Background: an optimization exercise with open tools, aiming at small area, a short achievable clock period and few clock cycles. Do not read the settings as production practice.
In this exercise RTL edits were held to simulation tests only and were not proved equivalent to the original.
Power figures rest on the tool's default switching activity, not on a simulated workload.

==> run a: inputs <==
// rast_geom
module rast_geom (
    input  wire        clk,
    input  wire        rst,           
    input  wire [47:0] cmd_word,
    input  wire        cmd_valid,
    output wire        cmd_ready,
    input  wire [12:0] rd_addr,
    output wire [7:0]  rd_data
);
    localparam OP_TOFIX = 8'h30;
    localparam OP_TOINT = 8'h31;
    localparam OP_MUL   = 8'h32;
    localparam OP_SIN   = 8'h33;
    localparam OP_COS   = 8'h34;
    localparam OP_WREG  = 8'h40;
    localparam OP_XFORM = 8'h41;
    reg [15:0] res;
    reg [7:0]  angx, angy, angz;
    reg [15:0] zoom;
    reg [12:0] p3x [0:7];            
    reg [12:0] p3y [0:7];
    reg [12:0] p3z [0:7];
    reg [7:0]  p2x [0:7];
    reg [7:0]  p2y [0:7];
    reg        pv;                   
    reg [9:0] sx, cx, sz, cz, ra, rb;
    reg [12:1] st;
    wire       busy = |st[11:1];      
    reg        sok;                  
    reg [23:0] m1r, m2r;             
    reg        mulp;                 
    reg [12:0] fs1, fs0;             
    reg        ns1, ns0;             
    reg [12:0] gc, gs;               
    reg        gcn, gsn;
    reg [12:0] xr, yr;               
    reg [2:0]  exr, eyr;             
    reg [17:0] ezv;                  
    assign cmd_ready = ~busy & ~rst;
    wire accept = cmd_valid & cmd_ready;
    wire [7:0]  opcode = cmd_word[7:0];
    wire [7:0]  fa     = cmd_word[15:8];
    wire [15:0] fh     = cmd_word[23:8];
    wire [15:0] fg_h2  = cmd_word[39:24];
    wire [15:0] fg_bh  = cmd_word[31:16];
    wire [7:0]  fg     = cmd_word[23:16];
    wire [7:0] t_a = cmd_word[6] ? fg : fa;
    wire [9:0] t_s, t_c;
    fx_sin u_t (.angle(t_a), .sin_v(t_s), .cos_v(t_c));
    wire s0 = ~busy;
    wire xf1 = s0 & sok & cmd_word[6] & cmd_word[0];
    wire p1  = st[1] | xf1;
    wire ps0 = s0 & ~xf1;
    wire [9:0] nra = 10'd0 - ra;
    wire m1_xz = st[4] | st[6] | st[8] | st[10];
    wire m1_yz = st[5] | st[7] | st[9] | st[11];
    wire [15:0] m1a =
        ({16{ps0 &  cmd_word[6]}} & {{6{nra[9]}}, nra}) |
  ...
Settings: LEC_CHECK=0, CAP_MARGIN=20, CORE_MARGIN=2, CORE_UTILIZATION=65, SLEW_MARGIN=20; clock period 28.0 ns.
standard.sh (not shown) runs the stock make flow with config.mk's settings and CLKGATE_MAP_FILE= SYNTH_SCRIPT=/design/flow/synth_recipe.tcl, a recipe that flattens the netlist after the stock synthesis.
==> flow/flow/run.sh <==
#!/bin/bash
# The standard layout (standard.sh, standard synthesis unchanged) with:
#  - port buffers of buf_4 instead of the default smallest buffer,
#  - timing repair asked for 15 ns of extra setup slack (the clock stays at
#    the design's period; the repair just works harder on the slow paths),
#  - a clock tree of clkbuf_8 cells over sink clusters of up to 16 flops,
#    without dummy balancing loads.
# make's output goes to standard_flow.log; ORFS keeps each step's log under
# orfs/logs/.
set -euo pipefail
bash standard.sh "BUFFER_PORTS_ARGS=-buffer_cell sky130_fd_sc_hd__buf_4" SETUP_SLACK_MARGIN=15 \
  "CTS_ARGS=-sink_clustering_enable -repair_clock_nets -dont_use_dummy_load -buf_list sky130_fd_sc_hd__clkbuf_8 -sink_clustering_size 16 -sink_clustering_max_diameter 60" \
  finish > standard_flow.log 2>&1
==> run b (differences from run a) <==
--- a/flow/design.v
+++ b/flow/design.v
@@ -312,70 +312,60 @@
                 endcase
             end
         end
     end
     always @(posedge clk) begin
         m1r <= m1p;
         m2r <= m2p;
         ezv <= z_ez;
-        if ((xf1 & accept & (opcode == OP_XFORM)) | st[1]) begin
+        if (s0 | st[1]) begin
             fs0 <= m1r[17:5];
             ns0 <= (m1r[4:0] != 5'd0);
             fs1 <= m2r[17:5];
             ns1 <= (m2r[4:0] != 5'd0);
         end
         if (st[2]) begin gc <= m1r[17:5]; gcn <= (m1r[4:0] != 5'd0); end
         if (st[3]) begin gs <= m1r[17:5]; gsn <= (m1r[4:0] != 5'd0); end
         if (st[4]) begin gc <= m1r[17:5]; gcn <= (m1r[4:0] != 5'd0); end
         if (st[7]) begin gs <= m2r[17:5]; gsn <= (m2r[4:0] != 5'd0); end
         if (f_x) begin xr <= w_out; exr <= w_e; end
         if (f_y) begin yr <= w_out; eyr <= w_e; end
         if (st[2])  begin p3x[7] <= w_out; p3x[0] <= w_outa; end
         if (st[4])  begin p3x[5] <= w_out; p3x[2] <= w_outa; end
         if (st[6])  begin p3x[3] <= w_out; p3x[4] <= w_outa; end
-        if (st[9])  p3x[6] <= w_outa;                 
+        if (st[9])  begin p3x[1] <= w_out; p3x[6] <= w_outa; end
         if (st[3])  begin p3y[7] <= w_out; p3y[0] <= w_outa; end
         if (st[5])  begin p3y[5] <= w_out; p3y[2] <= w_outa; end
         if (st[8])  begin p3y[3] <= w_out; p3y[4] <= w_outa; end
-        if (st[10]) p3y[6] <= w_outa;                 
+        if (st[10]) begin p3y[1] <= w_out; p3y[6] <= w_outa; end
         if (st[5])  begin p2x[7] <= p2_b; p2x[0] <= p2_a; end
         if (st[7])  begin p2x[5] <= p2_b; p2x[2] <= p2_a; end
         if (st[9])  begin p2x[3] <= p2_b; p2x[4] <= p2_a; end
         if (st[11]) begin p2x[1] <= p2_b; p2x[6] <= p2_a; end
         if (st[6])  begin p2y[7] <= p2_b; p2y[0] <= p2_a; end
         if (st[8])  begin p2y[5] <= p2_b; p2y[2] <= p2_a; end
         if (st[10]) begin p2y[3] <= p2_b; p2y[4] <= p2_a; end
         if (st[12]) begin p2y[1] <= p2_b; p2y[6] <= p2_a; end
         if (st[11]) begin
-            gc <= z2_bp; fs1 <= z2_bm; p3z[0] <= z2_ap; p3z[2] <= z2_am;
+            p3z[7] <= z2_bp; p3z[5] <= z2_bm; p3z[0] <= z2_ap; p3z[2] <= z2_am;
         end
         if (st[12]) begin
-            gs <= z2_bp; fs0 <= z2_bm; p3z[4] <= z2_ap; p3z[6] <= z2_am;
+            p3z[3] <= z2_bp; p3z[1] <= z2_bm; p3z[4] <= z2_ap; p3z[6] <= z2_am;
         end
     end
     wire [15:0] res_v = mulp ? m1r[23:8] : res;
     reg [7:0]  p2y_v [0:7];
     reg [12:0] p3z_v [0:7];
-    reg [12:0] p3x_v [0:7];
-    reg [12:0] p3y_v [0:7];
     integer vi;
     always @(*) begin
         for (vi = 0; vi < 8; vi = vi + 1) begin
             p2y_v[vi] = p2y[vi];
             p3z_v[vi] = p3z[vi];
-            p3x_v[vi] = p3x[vi];
-            p3y_v[vi] = p3y[vi];
         end
-        p3x_v[1] = xr;
-        p3y_v[1] = yr;
-        p3z_v[7] = gc;
-        p3z_v[5] = fs1;
-        p3z_v[3] = gs;
-        p3z_v[1] = fs0;
         if (st[12]) begin
             p2y_v[1] = p2_b;  p2y_v[6] = p2_a;
             p3z_v[3] = z2_bp; p3z_v[1] = z2_bm; p3z_v[4] = z2_ap; p3z_v[6] = z2_am;
         end
     end
     wire [1023:0] tbl;
     genvar gi;
     generate
@@ -389,23 +379,23 @@
             else if (gi == 5) assign tbl[8*gi +: 8] = zoom[15:8];
             else if (gi == 6) assign tbl[8*gi +: 8] = res_v[7:0];
             else if (gi == 7) assign tbl[8*gi +: 8] = res_v[15:8];
             else if (gi >= 32 && gi < 48 && (gi % 2) == 0)
                 assign tbl[8*gi +: 8] = p2x[(gi - 32) / 2];
             else if (gi >= 32 && gi < 48)
                 assign tbl[8*gi +: 8] = p2y_v[(gi - 32) / 2];
             else if (gi >= 64 && gi < 112 && ((gi - 64) % 6) == 0)
-                assign tbl[8*gi +: 8] = p3x_v[(gi - 64) / 6][7:0];
+                assign tbl[8*gi +: 8] = p3x[(gi - 64) / 6][7:0];
             else if (gi >= 64 && gi < 112 && ((gi - 64) % 6) == 1)
-                assign tbl[8*gi +: 8] = {{3{p3x_v[(gi - 64) / 6][12]}}, p3x_v[(gi - 64) / 6][12:8]};
+                assign tbl[8*gi +: 8] = {{3{p3x[(gi - 64) / 6][12]}}, p3x[(gi - 64) / 6][12:8]};
             else if (gi >= 64 && gi < 112 && ((gi - 64) % 6) == 2)
-                assign tbl[8*gi +: 8] = p3y_v[(gi - 64) / 6][7:0];
+                assign tbl[8*gi +: 8] = p3y[(gi - 64) / 6][7:0];
             else if (gi >= 64 && gi < 112 && ((gi - 64) % 6) == 3)
-                assign tbl[8*gi +: 8] = {{3{p3y_v[(gi - 64) / 6][12]}}, p3y_v[(gi - 64) / 6][12:8]};
+                assign tbl[8*gi +: 8] = {{3{p3y[(gi - 64) / 6][12]}}, p3y[(gi - 64) / 6][12:8]};
             else if (gi >= 64 && gi < 112 && ((gi - 64) % 6) == 4)
                 assign tbl[8*gi +: 8] = p3z_v[(gi - 64) / 6][7:0];
             else if (gi >= 64 && gi < 112)
                 assign tbl[8*gi +: 8] = {{3{p3z_v[(gi - 64) / 6][12]}}, p3z_v[(gi - 64) / 6][12:8]};
             else
                 assign tbl[8*gi +: 8] = 8'h00;
         end
     endgenerate
- CAP_MARGIN: 20 -> 5
- CORE_UTILIZATION: 65 -> 60
- SLEW_MARGIN: 20 -> 5
==> results.txt <==
In run a the global-route usage is higher than in run b, by 5.7 points.
Between run a and run b, the lower synthesized area is in run a (gap 3.5%, measured against run b).
In run a the first-iteration DRC count is larger than in run b, by about 30%.
Between run a and run b, the lower combinational power is in run a (gap about 6%, measured against run b).
Power: run b is larger than run a (8.9%).
Die area: run b is larger than run a (about 12%).
Of run b and run a, run a has the higher fmax (gap about 0.2%, measured against run a).
Testbench counts of run a, summed over its fixed seeds: cycles 14,297.
Testbench counts of run b, summed over its fixed seeds: cycles 14,297.

==> inputs of run Y <==
Another version of the RTL of rast_geom (not shown whole).
==> flow/design.v (excerpt) <==
module rast_geom (
    input  wire        clk,
    input  wire        rst,           
    input  wire [47:0] cmd_word,
    input  wire        cmd_valid,
    output wire        cmd_ready,
    input  wire [12:0] rd_addr,
    output wire [7:0]  rd_data
);
==> flow/config.mk <==
export PLATFORM = sky130hd
export DESIGN_NAME = rast_geom
export DESIGN_NICKNAME = rast_geom
export VERILOG_FILES = /design/flow/design.v
export SDC_FILE = /design/flow/constraint.sdc
export NUM_CORES = 4
export LEC_CHECK = 0
export CAP_MARGIN = 20
export CORE_MARGIN = 2
export CORE_UTILIZATION = 60
export SLEW_MARGIN = 20
==> flow/constraint.sdc <==
create_clock -name core_clock -period 28.0 [get_ports {clk}]
set_input_delay 5.6000 -clock core_clock [delete_from_list [all_inputs] [get_ports {clk}]]
set_output_delay 5.6000 -clock core_clock [all_outputs]
set_load 0.01 [all_outputs]
==> flow/flow/run.sh <==
#!/bin/bash
# Standard layout; ports buffered with buf_4 and timing repair asked for
# 15 ns of extra setup slack.
set -euo pipefail
bash standard.sh "BUFFER_PORTS_ARGS=-buffer_cell sky130_fd_sc_hd__buf_4" SETUP_SLACK_MARGIN=15 finish > standard_flow.log 2>&1
==> run B (differences from run Y) <==
--- a/flow/design.v
+++ b/flow/design.v
@@ -174,13 +174,13 @@
     reg [12:0] fs1, fs0;             
     reg        ns1, ns0;             
     reg [12:0] gc, gs;               
     reg        gcn, gsn;
     reg [12:0] xr, yr;               
     reg [2:0]  exr, eyr;             
-    reg [17:0] ezv;                  
+    reg [2:0]  ezr;                  
     assign cmd_ready = ~busy & ~rst;
     wire accept = cmd_valid & cmd_ready;
     wire [7:0]  opcode = cmd_word[7:0];
     wire [7:0]  fa     = cmd_word[15:8];
     wire [15:0] fh     = cmd_word[23:8];
     wire [15:0] fg_h2  = cmd_word[39:24];
@@ -239,15 +239,15 @@
     wire [12:0] w_out, w_outa;
     wire [2:0]  w_e;
     fx_vertex u_fin (
         .g(g_v), .gnz(g_nz), .w(m2r), .t(f_x ? sz : cz), .n(f_h1 ? ns1 : ns0), .sub(f_x),
         .out(w_out), .outa(w_outa), .e(w_e)
     );
-    wire [2:0]  z_e   = m1_xz ? exr : eyr;
-    wire [17:0] z_ez  = $signed(z_e) * $signed(zoom);
-    wire [23:0] z_pa  = {{6{ezv[17]}}, ezv} - m1r;
+    wire [2:0]  z_e   = ezr;
+    wire [23:0] z_ez  = $signed(z_e) * $signed(zoom);
+    wire [23:0] z_pa  = z_ez - m1r;
     wire [7:0]  z_off = f_zx ? 8'd32 : 8'd16;
     wire [7:0]  p2_b  = m1r[23:16] + z_off;
     wire [7:0]  p2_a  = z_pa[23:16] + z_off;
     wire [12:0] c_f   = m2r[17:5];
     wire [12:0] c_nf  = ~c_f + {12'd0, (m2r[4:0] == 5'd0)};
     wire [12:0] sx8   = {sx, 3'b000};
@@ -305,13 +305,13 @@
             end
         end
     end
     always @(posedge clk) begin
         m1r <= m1p;
         m2r <= m2p;
-        ezv <= z_ez;
+        ezr <= m1_xz ? exr : eyr;
         if (s0 | st[1]) begin
             fs0 <= m1r[17:5];
             ns0 <= (m1r[4:0] != 5'd0);
             fs1 <= m2r[17:5];
             ns1 <= (m2r[4:0] != 5'd0);
         end
==> flow/flow/run.sh (replaced) <==
#!/bin/bash
# Standard layout, with timing repair asked for 15 ns of extra setup slack.
set -euo pipefail
bash standard.sh SETUP_SLACK_MARGIN=15 finish > standard_flow.log 2>&1
==> run E (differences from run Y) <==
--- a/flow/design.v
+++ b/flow/design.v
@@ -83,13 +83,13 @@
 module fx_mul #(parameter AW = 16, BW = 16, PW = 24) (
     input  wire [AW-1:0] a,
     input  wire [BW-1:0] b,
     output wire [PW-1:0] p
 );
     localparam ND = BW / 2;
-    localparam W  = AW + 1;              
+    localparam W  = AW + 1;
     wire [BW:0]  bx = {b, 1'b0};
     wire [W-1:0] a1 = {a[AW-1], a};
     wire [W-1:0] a2 = {a, 1'b0};
     function [PW-1:0] kconst;
         input integer dummy;
         integer j;
@@ -99,28 +99,36 @@
             for (j = 0; j < ND; j = j + 1)
                 c = c + ({{(PW+2*ND){1'b0}}, 1'b1} << (W + 2*j));
             kconst = ~c[PW-1:0] + 1'b1;
         end
     endfunction
     localparam [PW-1:0] K = kconst(0);
-    reg [PW-1:0]       acc;
-    reg [W-1:0]        mag, pp;
-    reg [PW+2*ND+W:0]  term;
-    reg                neg, one, two;
+    reg [PW-1:0] rows [0:ND];
+    reg [W-1:0]  mag, pp;
+    reg [PW+2*ND+W+2:0] t;
+    reg neg, one, two, nprev;
     integer j;
     always @(*) begin
-        acc = K;
+        nprev = 1'b0;
         for (j = 0; j < ND; j = j + 1) begin
             neg  = bx[2*j+2] & ~(bx[2*j+1] & bx[2*j]);
             one  = bx[2*j+1] ^ bx[2*j];
             two  = (bx[2*j+2] & ~bx[2*j+1] & ~bx[2*j]) | (~bx[2*j+2] & bx[2*j+1] & bx[2*j]);
             mag  = one ? a1 : (two ? a2 : {W{1'b0}});
             pp   = neg ? ~mag : mag;
-            term = {{(PW+2*ND){1'b0}}, ~pp[W-1], pp} << (2*j);
-            acc  = acc + term[PW-1:0] + ({{(PW-1){1'b0}}, neg} << (2*j));
+            t = ({{(PW+2*ND+2){1'b0}}, ~pp[W-1], pp} << 2) | {{(PW+2*ND+W+2){1'b0}}, nprev};
+            if (j == 0) rows[j] = t[PW+1:2];
+            else        rows[j] = t[PW-1:0] << (2*j-2);
+            nprev = neg;
         end
+        rows[ND] = K + ({{(PW-1){1'b0}}, nprev} << (2*ND-2));
+    end
+    reg [PW-1:0] acc;
+    always @(*) begin
+        acc = {PW{1'b0}};
+        for (j = 0; j <= ND; j = j + 1) acc = acc + rows[j];
     end
     assign p = acc;
 endmodule
 module fx_vertex (
     input  wire [12:0] g,
     input  wire        gnz,
@@ -129,19 +137,19 @@
     input  wire        n,
     input  wire        sub,
     output wire [12:0] out,
     output wire [12:0] outa,
     output wire [2:0]  e
 );
-    wire [23:0] wa  = (n ? {{14{t[9]}}, t} : 24'd0) - w;
-    wire [12:0] h   = w[20:8];
-    wire [12:0] ha  = wa[20:8];
-    wire [12:0] ng  = ~g + {12'd0, ~gnz};
-    assign out  = sub ? g  - h  : g  + h;
-    assign outa = sub ? ng - ha : ng + ha;
-    assign e    = out[2:0] + outa[2:0];
+    wire [12:0] h  = w[20:8];
+    wire [10:0] cl = (n ? {t[9], t} : 11'd0) - {3'b000, w[7:0]};
+    wire [2:0]  c  = {cl[10], cl[9:8]};                   
+    wire [2:0]  d  = (sub ? (3'd0 - c) : c) - {2'b00, gnz};
+    assign out  = sub ? g - h : g + h;
+    assign outa = ~out + {{10{d[2]}}, d} + 13'd1;
+    assign e    = d;
 endmodule
 module rast_geom (
     input  wire        clk,
     input  wire        rst,           
     input  wire [47:0] cmd_word,
     input  wire        cmd_valid,
@@ -246,18 +254,18 @@
     wire [17:0] z_ez  = $signed(z_e) * $signed(zoom);
     wire [23:0] z_pa  = {{6{ezv[17]}}, ezv} - m1r;
     wire [7:0]  z_off = f_zx ? 8'd32 : 8'd16;
     wire [7:0]  p2_b  = m1r[23:16] + z_off;
     wire [7:0]  p2_a  = z_pa[23:16] + z_off;
     wire [12:0] c_f   = m2r[17:5];
-    wire [12:0] c_nf  = ~c_f + {12'd0, (m2r[4:0] == 5'd0)};
+    wire        c_z   = (m2r[4:0] == 5'd0);
     wire [12:0] sx8   = {sx, 3'b000};
-    wire [12:0] z2_bp = c_f + sx8;        
-    wire [12:0] z2_bm = c_f - sx8;        
-    wire [12:0] z2_ap = c_nf - sx8;       
-    wire [12:0] z2_am = c_nf + sx8;       
+    wire [12:0] z2_bp = c_f + sx8;                    
+    wire [12:0] z2_bm = c_f - sx8;                    
+    wire [12:0] z2_ap = ~z2_bp + {12'd0, c_z};        
+    wire [12:0] z2_am = ~z2_bm + {12'd0, c_z};        
     always @(posedge clk) begin
         if (rst) begin
             res   <= 16'h0000;
             mulp  <= 1'b0;
             angx  <= 8'h00;
             angy  <= 8'h00;
@@ -306,13 +314,13 @@
         end
     end
     always @(posedge clk) begin
         m1r <= m1p;
         m2r <= m2p;
         ezv <= z_ez;
-        if (s0 | st[1]) begin
+        if ((xf1 & accept & (opcode == OP_XFORM)) | st[1]) begin
             fs0 <= m1r[17:5];
             ns0 <= (m1r[4:0] != 5'd0);
             fs1 <= m2r[17:5];
             ns1 <= (m2r[4:0] != 5'd0);
         end
         if (st[2]) begin gc <= m1r[17:5]; gcn <= (m1r[4:0] != 5'd0); end
@@ -321,41 +329,51 @@
         if (st[7]) begin gs <= m2r[17:5]; gsn <= (m2r[4:0] != 5'd0); end
         if (f_x) begin xr <= w_out; exr <= w_e; end
         if (f_y) begin yr <= w_out; eyr <= w_e; end
         if (st[2])  begin p3x[7] <= w_out; p3x[0] <= w_outa; end
         if (st[4])  begin p3x[5] <= w_out; p3x[2] <= w_outa; end
         if (st[6])  begin p3x[3] <= w_out; p3x[4] <= w_outa; end
-        if (st[9])  begin p3x[1] <= w_out; p3x[6] <= w_outa; end
+        if (st[9])  p3x[6] <= w_outa;                 
         if (st[3])  begin p3y[7] <= w_out; p3y[0] <= w_outa; end
         if (st[5])  begin p3y[5] <= w_out; p3y[2] <= w_outa; end
         if (st[8])  begin p3y[3] <= w_out; p3y[4] <= w_outa; end
-        if (st[10]) begin p3y[1] <= w_out; p3y[6] <= w_outa; end
+        if (st[10]) p3y[6] <= w_outa;                 
         if (st[5])  begin p2x[7] <= p2_b; p2x[0] <= p2_a; end
         if (st[7])  begin p2x[5] <= p2_b; p2x[2] <= p2_a; end
         if (st[9])  begin p2x[3] <= p2_b; p2x[4] <= p2_a; end
         if (st[11]) begin p2x[1] <= p2_b; p2x[6] <= p2_a; end
         if (st[6])  begin p2y[7] <= p2_b; p2y[0] <= p2_a; end
         if (st[8])  begin p2y[5] <= p2_b; p2y[2] <= p2_a; end
         if (st[10]) begin p2y[3] <= p2_b; p2y[4] <= p2_a; end
         if (st[12]) begin p2y[1] <= p2_b; p2y[6] <= p2_a; end
         if (st[11]) begin
-            p3z[7] <= z2_bp; p3z[5] <= z2_bm; p3z[0] <= z2_ap; p3z[2] <= z2_am;
+            gc <= z2_bp; fs1 <= z2_bm; p3z[0] <= z2_ap; p3z[2] <= z2_am;
         end
         if (st[12]) begin
-            p3z[3] <= z2_bp; p3z[1] <= z2_bm; p3z[4] <= z2_ap; p3z[6] <= z2_am;
+            gs <= z2_bp; fs0 <= z2_bm; p3z[4] <= z2_ap; p3z[6] <= z2_am;
         end
     end
     wire [15:0] res_v = mulp ? m1r[23:8] : res;
     reg [7:0]  p2y_v [0:7];
     reg [12:0] p3z_v [0:7];
+    reg [12:0] p3x_v [0:7];
+    reg [12:0] p3y_v [0:7];
     integer vi;
     always @(*) begin
         for (vi = 0; vi < 8; vi = vi + 1) begin
             p2y_v[vi] = p2y[vi];
             p3z_v[vi] = p3z[vi];
+            p3x_v[vi] = p3x[vi];
+            p3y_v[vi] = p3y[vi];
         end
+        p3x_v[1] = xr;
+        p3y_v[1] = yr;
+        p3z_v[7] = gc;
+        p3z_v[5] = fs1;
+        p3z_v[3] = gs;
+        p3z_v[1] = fs0;
         if (st[12]) begin
             p2y_v[1] = p2_b;  p2y_v[6] = p2_a;
             p3z_v[3] = z2_bp; p3z_v[1] = z2_bm; p3z_v[4] = z2_ap; p3z_v[6] = z2_am;
         end
     end
     wire [1023:0] tbl;
@@ -373,19 +391,19 @@
             else if (gi == 7) assign tbl[8*gi +: 8] = res_v[15:8];
             else if (gi >= 32 && gi < 48 && (gi % 2) == 0)
                 assign tbl[8*gi +: 8] = p2x[(gi - 32) / 2];
             else if (gi >= 32 && gi < 48)
                 assign tbl[8*gi +: 8] = p2y_v[(gi - 32) / 2];
             else if (gi >= 64 && gi < 112 && ((gi - 64) % 6) == 0)
-                assign tbl[8*gi +: 8] = p3x[(gi - 64) / 6][7:0];
+                assign tbl[8*gi +: 8] = p3x_v[(gi - 64) / 6][7:0];
             else if (gi >= 64 && gi < 112 && ((gi - 64) % 6) == 1)
-                assign tbl[8*gi +: 8] = {{3{p3x[(gi - 64) / 6][12]}}, p3x[(gi - 64) / 6][12:8]};
+                assign tbl[8*gi +: 8] = {{3{p3x_v[(gi - 64) / 6][12]}}, p3x_v[(gi - 64) / 6][12:8]};
             else if (gi >= 64 && gi < 112 && ((gi - 64) % 6) == 2)
-                assign tbl[8*gi +: 8] = p3y[(gi - 64) / 6][7:0];
+                assign tbl[8*gi +: 8] = p3y_v[(gi - 64) / 6][7:0];
             else if (gi >= 64 && gi < 112 && ((gi - 64) % 6) == 3)
-                assign tbl[8*gi +: 8] = {{3{p3y[(gi - 64) / 6][12]}}, p3y[(gi - 64) / 6][12:8]};
+                assign tbl[8*gi +: 8] = {{3{p3y_v[(gi - 64) / 6][12]}}, p3y_v[(gi - 64) / 6][12:8]};
             else if (gi >= 64 && gi < 112 && ((gi - 64) % 6) == 4)
                 assign tbl[8*gi +: 8] = p3z_v[(gi - 64) / 6][7:0];
             else if (gi >= 64 && gi < 112)
                 assign tbl[8*gi +: 8] = {{3{p3z_v[(gi - 64) / 6][12]}}, p3z_v[(gi - 64) / 6][12:8]};
             else
                 assign tbl[8*gi +: 8] = 8'h00;
==> flow/flow/run.sh (replaced) <==
#!/bin/bash
# The standard layout (standard.sh, standard synthesis unchanged) with:
#  - port buffers of buf_4 instead of the default smallest buffer,
#  - timing repair asked for 15 ns of extra setup slack (the clock stays at
#    the design's period; the repair just works harder on the slow paths),
#  - a clock tree of clkbuf_8 cells over sink clusters of up to 16 flops,
#    without dummy balancing loads.
# make's output goes to standard_flow.log; ORFS keeps each step's log under
# orfs/logs/.
set -euo pipefail
bash standard.sh "BUFFER_PORTS_ARGS=-buffer_cell sky130_fd_sc_hd__buf_4" SETUP_SLACK_MARGIN=15 \
  "CTS_ARGS=-sink_clustering_enable -repair_clock_nets -dont_use_dummy_load -buf_list sky130_fd_sc_hd__clkbuf_8 -sink_clustering_size 16 -sink_clustering_max_diameter 60" \
  finish > standard_flow.log 2>&1
==> results.txt <==
Of run E and run Y, run E has the higher clock skew (gap 110 ps).
Run B completed with no timing, DRC or antenna violations. Run Y passed the timing, DRC and antenna checks. Run E completed without violations.
Against run E, the sequential power of run Y is higher by about 10%.
In run Y the first-iteration DRC count is smaller than in run E, by 3.4%.
Between run E and run Y, the lower final cell count is in run E (gap 6.2%, measured against run Y).
Against run Y, the via count of run B is larger by 2.9%.
Against run B, the critical path depth of run E is higher by 2.
The lowest synthesized cell count belongs to run E, the highest to run B.
In register-to-register slack, run Y and run E hardly differ.
Of run E and run B, run B has the higher design area (gap 10%, measured against run B).
Flip-flop and latch count: run B is lower than run Y (16).
==> figures <==
Via total after detailed routing: run B 40,171; run E 37,952; run Y 39,047
Number of distinct library cells after synthesis: run B 107; run E 97; run Y 104
Routed wire length: run B 166,900 microns; run E 159,000 microns; run Y 164,100 microns
Path depth of the worst reg2reg path: run B 28; run E 28; run Y 32
Critical Path Max Stage Delay: run B 610 ps; run E 320 ps; run Y 530 ps
Result of the run: run B timing/DRC/antenna clean; run E timing/DRC/antenna clean; run Y timing/DRC/antenna clean
Switching power as a share of total power: run B 38.47%; run E 40.25%; run Y 39.75%
Worst hold slack after final layout: run B 455.4 ps; run E 455.0 ps; run Y 449.0 ps
Fraction of layout cells with a size suffix above 1: run B 14.10%; run E 13.71%; run Y 13.79%
Number of rows created at floorplan: run B 104; run E 100; run Y 103
Clock buffer instance count of the final layout: run B 102; run E 56; run Y 100
# H-tree levels: run B 3; run E 2; run Y 3
Total stage count of the critical path: run B 9; run E 11; run Y 9
Worst slew margin relative to its limit: run B 13.57%; run E 23.48%; run Y 17.57%
Final Instance Count excl. Fillers: run B 6,103; run E 5,616; run Y 5,988
Final antenna diode count: run B 0; run E 1; run Y 1
Slowest-stage cell, CP: run B clkdlybuf4s50_1; run E a21oi_1; run Y mux4_2
Power in the clock group: run B 1000 uW; run E 481 uW; run Y 1070 uW
Global routing met1 resource utilization: run B 52.39%; run E 56.50%; run Y 50.67%
Detailed-route wire length on metal 1: run B 64,320 microns; run E 63,200 microns; run Y 62,980 microns
Highest fanout seen on the critical path: run B 26; run E 7; run Y 5
Testbench counts of run Y, summed over its fixed seeds: cycles 14,297.
Testbench counts of run B, summed over its fixed seeds: cycles 14,297.
Testbench counts of run E, summed over its fixed seeds: cycles 14,297.

[re-timing with driven ports]
The results above use ideal ports. As a check the final layouts listed here were re-extracted and re-timed, cells and wires unchanged.
Step 1 sets driving cells, clkbuf_16 on the clock port and buf_2 on the other inputs (assumed; they add their load-dependent delay and slew).
Step 2 also shifts input and output timing later by t, the mid clock arrival at the registers, as if the neighbouring blocks saw the same clock.
a / b / c = no drivers / after step 1 / after step 2; a / b = the first two.
| run | shift t [ns] | slack for setup (ns) | worst hold slack (ns) | worst register clock-pin slew, ns | pins driven straight from the clock port |
|---|---|---|---|---|---|
| run a of note 1 | 0.735 | 14.572 / 14.401 / 14.401 | 0.459 / 0.459 / 0.459 | 0.11 / 0.11 | 1 |
| run b of note 1 | 0.761 | 14.545 / 14.320 / 14.320 | 0.460 / 0.460 / 0.460 | 0.11 / 0.11 | 1 |
| run Y of note 2 | 0.712 | 14.586 / 14.253 / 14.253 | 0.449 / 0.449 / 0.449 | 0.07 / 0.07 | 1 |
| run B of note 2 | 0.699 | 14.354 / 14.146 / 14.146 | 0.455 / 0.455 / 0.455 | 0.07 / 0.07 | 1 |
| run E of note 2 | 0.752 | 14.665 / 14.465 / 14.465 | 0.455 / 0.455 / 0.455 | 0.11 / 0.11 | 1 |
After both steps setup and hold are still met in every run listed. For run Y of note 2, which loses most, drivers alone change the setup slack by -0.333 ns; drivers and shift together by -0.333 ns.
